From an optimization exercise on the open Yosys and OpenROAD flow, aimed at a short achievable clock period and few clock cycles; shortcuts taken in it are not production practice. Only simulation tests tie the RTL to the original design; equivalence was not proved.

oak:
// melkor_core
module melkor_core (
    input  wire         clk,
    input  wire         rst,           
    input  wire [63:0]  low_sp,        
    input  wire [63:0]  capacity,      
    output wire         mem_req,
    output wire         mem_we,
    output wire [63:0]  mem_addr,
    output wire [63:0]  mem_wdata,
    input  wire         mem_gnt,
    input  wire         mem_rvalid,
    input  wire [135:0] mem_rdata,
    output reg          out_valid,
    output reg  [63:0]  out_data,
    output wire [4:0]   status,        
    output wire [63:0]  ip_o,
    output wire [63:0]  sp_o,
    output wire         zf_o,
    output wire         cf_o,
    input  wire [3:0]   reg_sel,
    output wire [63:0]  reg_rdata
);
    localparam [3:0] OP_NOOP = 4'd0,  OP_HALT = 4'd1,  OP_MOV = 4'd2,  OP_ADD = 4'd3,
                     OP_PUSH = 4'd4,  OP_POP  = 4'd5,  OP_INT = 4'd6,  OP_CMP = 4'd7,
                     OP_JMP  = 4'd8,  OP_JE   = 4'd9,  OP_JNE = 4'd10, OP_JL  = 4'd11,
                     OP_JLE  = 4'd12, OP_JG   = 4'd13, OP_JGE = 4'd14;
    localparam [1:0] T_NONE = 2'd0, T_IMM = 2'd1, T_REG = 2'd2, T_ADDR = 2'd3;
    localparam [2:0] F_FETCH = 3'd1, F_REG = 3'd2, F_OVF = 3'd3, F_UNF = 3'd4,
                     F_ILL   = 3'd5, F_MEM = 3'd6;
    localparam [1:0] R_FETCH = 2'd0, R_DROP = 2'd1, R_POP = 2'd2, R_INT = 2'd3;
    reg [63:0]  x [0:15];
    reg [63:0]  ip, sp, spm1;
    reg         zf, cf;
    reg [1:0]   run_state;
    reg [2:0]   cause;
    reg         at_end, past_end;       
    reg         sp_full, sp_empty;      
    reg [63:0]  lo_r, cap_r, lowm1_r, lop1_r, capm1_r, room_r;
    reg [135:0] qd0, qd1, qd2;
    reg [2:0]   qp0, qp1, qp2;          
    reg [1:0]   qc;
    reg [63:0]  opA, opB;               
    reg [63:0]  fpc;                    
    reg [1:0]   fin;                    
    reg [1:0]   rt0, rt1, rt2, rt3, rt4, rt5, rt6, rt7;
    reg [3:0]   rn;                     
    reg [3:0]   int_pend;               
    reg         pop_wait;
    reg         int_ph;
    reg [63:0]  int_addr_r;
    reg         int_bad_r;
    wire [3:0]  opc  = qd0[135:132];
    wire [1:0]  ta   = qd0[131:130];
  ...
Size in the first run: about 16000 cells after synthesis, roughly 2400 flip-flops, ~150000 um2 of cells after synthesis.
Settings: LEC_CHECK=0, CAP_MARGIN=20, CORE_MARGIN=2, CORE_UTILIZATION=40, SLEW_MARGIN=20; clock period 8.0 ns.
run.sh (not shown) runs the stock make flow with config.mk's settings and CLKGATE_MAP_FILE= SYNTH_SCRIPT=/design/flow/synth_recipe.tcl, a recipe that flattens the netlist after the stock synthesis.
oak finished every step from synthesis to the final layout, and the layout passed the timing, DRC and antenna checks.
Testbench counts of oak, summed over its fixed seeds: cycles 149,178.
--- input diff oak..cedar ---
# oak
export LEC_CHECK = 0
export CAP_MARGIN = 20
export CORE_MARGIN = 2
export CORE_UTILIZATION = 40
export SLEW_MARGIN = 20
create_clock -name core_clock -period 8.0 [get_ports {clk}]
# cedar
export LEC_CHECK = 0
export ABC_CLOCK_PERIOD_IN_PS = 2000
export CAP_MARGIN = 40
export CORE_MARGIN = 2
export CORE_UTILIZATION = 40
export SETUP_SLACK_MARGIN = 3.0
export SLEW_MARGIN = 40
export TNS_END_PERCENT = 5
create_clock -name core_clock -period 8.0 [get_ports {clk}]
## What came out
The end point of the critical path comes out reg_rdata[1] in one run and mem_addr[13] in the other, namely in cedar and oak respectively. Comparing oak and cedar, global-route usage is lower on oak. Cell area | cedar vs oak | cedar larger. Post-CTS setup repair buffer count for cedar is higher than for oak. In the metrics for oak and cedar, the one carrying the lower final-layout non-clock buffer area share is oak. Going from oak to cedar, footprint of the multi-input gates picked up an extra about 2.6%; share of cell area taken by multi-input logic gates was more or less identical. Compared with oak, in cedar count of placed standard cells including taps essentially unchanged; total routed wire length on the met1 layer increased 1.9%.

[re-timing with driven ports]
In the flow no input, the clock included, has a driving cell. The finished layouts below were timed again as built, in two steps.
Step 1, drivers: a clkbuf_16 drives clk and a buf_2 each remaining input, both assumed.
Step 2 moves the port delays by t, midway between the first and last clock arrival at a register: inputs arrive t later, outputs are due t later. That takes back most of the time a late clock gives input paths.
Slacks: no drivers / after step 1 / after step 2; pairs: no drivers / after step 1.
run | t, ns | slack for setup (ns) | worst hold slack (ns) | worst data-port slew with drivers (ns) | pins driven straight from the clock port
oak | 1.093 | 0.555 / 0.432 / 0.585 | 0.452 / 0.452 / 0.452 | 0.33 | 1
cedar | 1.103 | 2.372 / 2.149 / 1.674 | 0.452 / 0.452 / 0.452 | 0.38 | 1
After both steps setup and hold are still met in every run listed. For cedar, which loses most, drivers alone change the setup slack by -0.223 ns; drivers and shift together by -0.698 ns.
